Context: an optimization exercise on an open-source flow, tuned for small area, a short achievable clock period and few clock cycles. The choices shown serve that exercise and are no tape-out recipe.
At most, simulation tests tie the RTL to the original design; equivalence was not proved.

==> run a <==
## montctx32
module montctx32 (
    input  wire        clk,
    input  wire        rst,       
    input  wire        start,     
    input  wire [1:0]  variant,
    input  wire [31:0] n,
    output wire        ready,
    output reg         done,
    output wire [3:0]  status,
    output wire [31:0] ninv,
    output reg  [31:0] rmodn,
    output wire [31:0] r2modn
);
    localparam [1:0] S_IDLE  = 2'd0,
                     S_SETUP = 2'd1,
                     S_RUN   = 2'd2;
    reg [1:0]  state;
    reg        ready_q;
    reg [4:0]  cnt;
    reg [31:0] n_q;
    reg [33:0] n3_q;      
    reg [1:0]  v_q;
    reg [1:0]  st_q;      
    reg        st0_q;     
    reg [31:0] r_q;       
    reg [31:0] z_q;       
    reg [31:0] c_q;       
    reg        cin_q;     
    assign ready  = ready_q;
    assign status = {1'b0, st_q, st0_q};
    assign ninv   = z_q;
    assign r2modn = r_q;
    wire accept = start & ready_q;
    reg [31:0] maxmod;
    always @(*) begin
        case (v_q)
            2'd0: maxmod = 32'hFFFF_FFFF;
            2'd1: maxmod = 32'h7FFF_FFFF;
            2'd2: maxmod = 32'h3FFF_FFFF;
            default: maxmod = 32'h2AAA_AAA9;
        endcase
    end
    wire is_even  = ~n_q[0];
    wire is_one   = (n_q == 32'd1);
    wire is_range = (n_q > maxmod);
    wire bad      = is_even | is_one | is_range;
    wire [15:0] pr;                      
    wire [15:0] psm;                     
    genvar g;
    generate
        for (g = 0; g < 16; g = g + 1) begin : g_pair
            assign pr[g]  = n_q[2*g+1] | n_q[2*g];
            assign psm[g] = |pr[15:g];
        end
    endgenerate
    wire [15:0] ptop = psm & ~{1'b0, psm[15:1]};     
    reg  [31:0] r_init;
    reg  [4:0]  half;                                
    integer k;
    always @(*) begin
        r_init = 32'd0;
        half   = 5'd0;
        for (k = 0; k < 16; k = k + 1) begin
            r_init[2*k] = ptop[k];
            if (ptop[k]) half = half | k[4:0];
        end
    end
    wire [33:0] n3;
    add_sk #(34) u_n3 (.a({2'b0, n_q}), .b({1'b0, n_q, 1'b0}), .ci(1'b0), .y(n3));
    wire [33:0] r4  = {r_q, 2'b00};
    wire [34:0] c1, c2, c3;              
    add_sk #(35) u_c1 (.a({1'b0, r4}), .b(~{3'b0, n_q}),       .ci(1'b1), .y(c1));
    add_sk #(35) u_c2 (.a({1'b0, r4}), .b(~{2'b0, n_q, 1'b0}), .ci(1'b1), .y(c2));
  ...
Settings: LEC_CHECK=0, CAP_MARGIN=20, CORE_MARGIN=2, CORE_UTILIZATION=55, PLACE_DENSITY=0.75, SETUP_SLACK_MARGIN=2.4, SLEW_MARGIN=20, TNS_END_PERCENT=0; clock period 5.0 ns.
run.sh (not shown) runs the stock make flow with config.mk's settings and CLKGATE_MAP_FILE= SYNTH_SCRIPT=/design/flow/synth_recipe.tcl, a recipe that flattens the netlist after the stock synthesis.
==> run b: changes against run a <==
==> flow/design.v (replaced) <==
module montctx32 (
    input  wire        clk,
    input  wire        rst,       
    input  wire        start,     
    input  wire [1:0]  variant,
    input  wire [31:0] n,
    output wire        ready,
    output reg         done,
    output wire [3:0]  status,
    output wire [31:0] ninv,
    output reg  [31:0] rmodn,
    output wire [31:0] r2modn
);
    localparam [1:0] S_IDLE  = 2'd0,
                     S_SETUP = 2'd1,
                     S_RUN   = 2'd2;
    reg [1:0]  state;
    reg        ready_q;
    reg [5:0]  cnt;
    reg [31:0] n_q;
    reg [1:0]  v_q;
    reg [1:0]  st_q;      
    reg        st0_q;
    reg [31:0] r_q;       
    reg [31:0] z_q;       
    assign ready  = ready_q;
    assign status = {1'b0, st_q, st0_q};
    assign ninv   = z_q;
    assign r2modn = r_q;
    wire accept = start & ready_q;
    reg [31:0] maxmod;
    always @(*) begin
        case (v_q)
            2'd0: maxmod = 32'hFFFF_FFFF;
            2'd1: maxmod = 32'h7FFF_FFFF;
            2'd2: maxmod = 32'h3FFF_FFFF;
            default: maxmod = 32'h2AAA_AAA9;
        endcase
    end
    wire is_even  = ~n_q[0];
    wire is_one   = (n_q == 32'd1);
    wire is_range = (n_q > maxmod);
    wire bad      = is_even | is_one | is_range;
    wire [31:0] smear;
    genvar g;
    generate
        for (g = 0; g < 32; g = g + 1) begin : g_smear
            assign smear[g] = |n_q[31:g];
        end
    endgenerate
    wire [31:0] r_init = (~n_q + 32'd1) & smear;    
    reg  [5:0]  len;                                 
    integer k;
    always @(*) begin
        len = 6'd0;
        for (k = 0; k < 32; k = k + 1)
            if (n_q[k]) len = k[5:0] + 6'd1;
    end
    wire [32:0] r_dbl  = {r_q, 1'b0};
    wire [32:0] r_sub  = r_dbl - {1'b0, n_q};
    wire [31:0] r_next = r_sub[32] ? r_dbl[31:0] : r_sub[31:0];
    wire [31:0] z_sub = z_q - (z_q[0] ? n_q : 32'd0);
    wire [31:0] tmask;                   
    generate
        for (g = 0; g < 31; g = g + 1) begin : g_mask
            assign tmask[g] = (cnt[4:0] <= 5'd30 - g);
        end
    endgenerate
    assign tmask[31] = 1'b0;
    wire [31:0] z_shr  = {z_q[0], z_q[31:1]};
    wire [31:0] z_sshr = {z_q[0], z_sub[31:1]};
    wire [31:0] z_next = (tmask & z_sshr) | (~tmask & z_shr);
    always @(posedge clk) begin
        done <= 1'b0;
        case (state)
            S_SETUP: begin
                r_q   <= r_init;
                z_q   <= 32'd1;
                cnt   <= len;
                st_q  <= {bad, ~is_even & ~is_one & is_range};
                st0_q <= ~is_even & is_one;
                if (bad) begin
                    done  <= 1'b1;
                    state <= S_IDLE;
                end else begin
                    state <= S_RUN;
                end
            end
            S_RUN: begin
                r_q <= r_next;
                z_q <= (cnt == 6'd31) ? 32'd1 : z_next;
                cnt <= cnt + 6'd1;
                if (cnt == 6'd32)
                    rmodn <= r_q;
                if (cnt == 6'd63) begin
                    done  <= 1'b1;
                    state <= accept ? S_SETUP : S_IDLE;
                end
            end
            default: begin
                r_q <= r_next;
                z_q <= z_next;
                if (accept)
                    state <= S_SETUP;
            end
        endcase
        if (accept) begin
            n_q <= n;
            v_q <= variant;
        end
        ready_q <= 1'b0;
        if ((state == S_IDLE & ~accept) | (state == S_SETUP & bad) |
            (state == S_RUN & cnt == 6'd63 & ~accept) |
            (state == S_RUN & cnt == 6'd62))
            ready_q <= 1'b1;
        if (rst) begin
            state   <= S_IDLE;
            done    <= 1'b0;
            ready_q <= 1'b1;
        end
    end
endmodule
==> flow/config.mk (replaced) <==
export PLATFORM = sky130hd
export DESIGN_NAME = montctx32
export DESIGN_NICKNAME = montctx32
export VERILOG_FILES = /design/flow/design.v
export SDC_FILE = /design/flow/constraint.sdc
export NUM_CORES = 4
export LEC_CHECK = 0
export CAP_MARGIN = 20
export CORE_MARGIN = 2
export CORE_UTILIZATION = 40
export SETUP_SLACK_MARGIN = 2.6
export SLEW_MARGIN = 20
==> run c: changes against run a <==
--- a/flow/design.v
+++ b/flow/design.v
@@ -41,48 +41,38 @@
         endcase
     end
     wire is_even  = ~n_q[0];
     wire is_one   = (n_q == 32'd1);
     wire is_range = (n_q > maxmod);
     wire bad      = is_even | is_one | is_range;
-    wire [15:0] pr;                      
-    wire [15:0] psm;                     
+    wire [31:0] smear;
     genvar g;
     generate
-        for (g = 0; g < 16; g = g + 1) begin : g_pair
-            assign pr[g]  = n_q[2*g+1] | n_q[2*g];
-            assign psm[g] = |pr[15:g];
+        for (g = 0; g < 32; g = g + 1) begin : g_smear
+            assign smear[g] = |n_q[31:g];
         end
     endgenerate
-    wire [15:0] ptop = psm & ~{1'b0, psm[15:1]};     
-    reg  [31:0] r_init;
+    wire [31:0] msb    = smear & ~{1'b0, smear[31:1]};
+    wire [31:0] r_init = (msb | {1'b0, msb[31:1]}) & 32'h5555_5555;
     reg  [4:0]  half;                                
     integer k;
     always @(*) begin
-        r_init = 32'd0;
-        half   = 5'd0;
-        for (k = 0; k < 16; k = k + 1) begin
-            r_init[2*k] = ptop[k];
-            if (ptop[k]) half = half | k[4:0];
-        end
+        half = 5'd0;
+        for (k = 1; k < 32; k = k + 2)
+            if (n_q[k] | n_q[k-1]) half = (k - 1) >> 1;
     end
-    wire [33:0] n3;
-    add_sk #(34) u_n3 (.a({2'b0, n_q}), .b({1'b0, n_q, 1'b0}), .ci(1'b0), .y(n3));
     wire [33:0] r4  = {r_q, 2'b00};
-    wire [34:0] c1, c2, c3;              
-    add_sk #(35) u_c1 (.a({1'b0, r4}), .b(~{3'b0, n_q}),       .ci(1'b1), .y(c1));
-    add_sk #(35) u_c2 (.a({1'b0, r4}), .b(~{2'b0, n_q, 1'b0}), .ci(1'b1), .y(c2));
-    add_sk #(35) u_c3 (.a({1'b0, r4}), .b(~{1'b0, n3_q}),      .ci(1'b1), .y(c3));
-    wire        setup = (state == S_SETUP);
-    wire        sel3 = ~setup & ~c3[34];
-    wire        sel2 = ~setup & c3[34] & ~c2[34];
-    wire        sel1 = ~setup & c2[34] & ~c1[34];
-    wire        sel0 = ~setup & c1[34];
+    wire [34:0] c1  = {1'b0, r4} - {3'b0, n_q};
+    wire [34:0] c2  = {1'b0, r4} - {2'b0, n_q, 1'b0};
+    wire [34:0] c3  = {1'b0, r4} - {1'b0, n3_q};
+    wire        sel3 = ~c3[34];
+    wire        sel2 = c3[34] & ~c2[34];
+    wire        sel1 = c2[34] & ~c1[34];
+    wire        sel0 = c1[34];
     wire [31:0] r_next = ({32{sel3}} & c3[31:0]) | ({32{sel2}} & c2[31:0]) |
-                         ({32{sel1}} & c1[31:0]) | ({32{sel0}} & r4[31:0]) |
-                         ({32{setup}} & r_init);
+                         ({32{sel1}} & c1[31:0]) | ({32{sel0}} & r4[31:0]);
     wire [1:0]  t_lo = z_q[1:0] + c_q[1:0] + {1'b0, cin_q};
     wire        d0 = t_lo[0];
     wire        d1 = t_lo[1] ^ (t_lo[0] & n_q[1]);
     wire [31:0] dn = d1 ? (d0 ? n3_q[31:0] : {n_q[30:0], 1'b0})
                         : (d0 ? n_q : 32'd0);
     wire [31:0] fa_s = z_q ^ c_q ^ ~dn;
@@ -98,16 +88,16 @@
     endgenerate
     assign tmask[31:30] = 2'b00;
     wire [31:0] z_next = {d1, d0, (tmask[29:0] & fa_s[31:2]) | (~tmask[29:0] & z_q[31:2])};
     wire [31:0] c_next = {2'b00, tmask[29:0] & cy[31:2]};
     always @(posedge clk) begin
         done <= 1'b0;
-        n3_q <= n3;
+        n3_q <= {2'b0, n_q} + {1'b0, n_q, 1'b0};
         case (state)
             S_SETUP: begin
-                r_q   <= r_next;
+                r_q   <= r_init;
                 z_q   <= 32'd1;
                 c_q   <= 32'd0;
                 cin_q <= 1'b0;
                 cnt   <= half;
                 st_q  <= {bad, ~is_even & ~is_one & is_range};
                 st0_q <= ~is_even & is_one;
@@ -153,36 +143,6 @@
             state   <= S_IDLE;
             done    <= 1'b0;
             ready_q <= 1'b1;
         end
     end
 endmodule
-module add_sk #(parameter W = 35) (
-    input  wire [W-1:0] a,
-    input  wire [W-1:0] b,
-    input  wire         ci,
-    output wire [W-1:0] y
-);
-    localparam LV = (W > 32) ? 6 : (W > 16) ? 5 : (W > 8) ? 4 : 3;    
-    wire [W-1:0] g0 = a & b;
-    wire [W-1:0] p0 = a ^ b;
-    wire [W-1:0] gl [0:LV];
-    wire [W-1:0] pl [0:LV];
-    assign gl[0] = {g0[W-1:1], g0[0] | (p0[0] & ci)};
-    assign pl[0] = p0;
-    genvar l, i;
-    generate
-        for (l = 0; l < LV; l = l + 1) begin : g_lv
-            for (i = 0; i < W; i = i + 1) begin : g_bit
-                if ((i >> l) & 1) begin : g_op
-                    localparam integer J = ((i >> l) << l) - 1;
-                    assign gl[l+1][i] = gl[l][i] | (pl[l][i] & gl[l][J]);
-                    assign pl[l+1][i] = pl[l][i] & pl[l][J];
-                end else begin : g_pass
-                    assign gl[l+1][i] = gl[l][i];
-                    assign pl[l+1][i] = pl[l][i];
-                end
-            end
-        end
-    endgenerate
-    assign y = p0 ^ {gl[LV][W-2:0], ci};
-endmodule
==> flow/config.mk (replaced) <==
export PLATFORM = sky130hd
export DESIGN_NAME = montctx32
export DESIGN_NICKNAME = montctx32
export VERILOG_FILES = /design/flow/design.v
export SDC_FILE = /design/flow/constraint.sdc
export NUM_CORES = 4
export LEC_CHECK = 0
export CAP_MARGIN = 20
export CORE_MARGIN = 2
export CORE_UTILIZATION = 40
export SETUP_SLACK_MARGIN = 2.0
export SLEW_MARGIN = 20
export TNS_END_PERCENT = 0
==> reports/metrics.cfg <==
[floorplanning]
coreArea_um2 = 39500

[global_route]
track_usage_pct = 23.9

[logic_synthesis]
ys_seq_area_share_pct = 30.6

[critical_path]
worstSetupEndpoint = r_q[8]$_DFF_P_

[worst_hold_path]
holdPathEnd = z_q[24]$_DFF_P_

[clocking]
clockBufferDepth = 3

[pwr]
seqPwrFrac_pct = 19.6

[outcome]
outcome = timing/DRC/antenna clean

[end of results for run c]
==> reports/metrics.cfg <==
[pwr]
irDropWorstVdd_mv = 0.518

[floorplanning]
coreArea_um2 = 26100
die-area_um2 = 27900

[worst_hold_path]
holdPathEnd = z_q[29]$_DFF_P_

[critical_path]
reg2reg_slack_ps = 1730
worstSetupEndpoint = r_q[19]$_DFF_P_

[global_route]
track_usage_pct = 31.2

[outcome]
outcome = timing/DRC/antenna clean

[clocking]
clockBufferDepth = 3

[logic_synthesis]
ys_seq_area_share_pct = 33.4

[end of results for run a]
==> reports/metrics.cfg <==
[outcome]
outcome = timing/DRC/antenna clean

[pwr]
clockPowerShare_pct = 13.0
seqPwrFrac_pct = 20.3

[logic_synthesis]
ys_seq_area_share_pct = 34.9

[global_route]
met2_usage_pct = 40.5
track_usage_pct = 26.3

[placement]
place.gp.congestion = 0.905

[clocking]
clockBufferDepth = 2

[floorplanning]
coreArea_um2 = 25300

[worst_hold_path]
holdPathEnd = rmodn[15]$_DFFE_PP_

[end of results for run b]
Testbench counts of run a, summed over its fixed seeds: cycles 41,451.
For run b and run c, only the layout was checked, not whether the RTL still works.

==> static timing again, ports no longer ideal <==
How much do the figures lean on ideal ports? The routed layouts below were timed once more, with nothing changed but the port constraints. Step 1 (the two cells are an assumption about what drives the block):
set clk [get_ports {clk}]
set_driving_cell -lib_cell sky130_fd_sc_hd__clkbuf_16 $clk
set_driving_cell -lib_cell sky130_fd_sc_hd__buf_2 [delete_from_list [all_inputs] $clk]
Step 2 moves the port delays by t, midway between the first and last clock arrival at a register: inputs arrive t later, outputs are due t later. That takes back most of the time a late clock gives input paths. a / b / c = ideal / step 1 / step 2; a / b = the first two.
run	shift t [ns]	setup slack, ns	worst setup path at the end	worst register clock-pin slew, ns	worst data-port slew with drivers (ns)
run a	0.573	1.734 / 1.734 / 1.734	register to register	0.06 / 0.06	0.04
run b	0.479	1.981 / 1.981 / 1.981	register to register	0.07 / 0.07	0.04
run c	0.605	1.616 / 1.616 / 1.616	register to register	0.06 / 0.06	0.05
After both steps setup and hold are still met in every run listed.
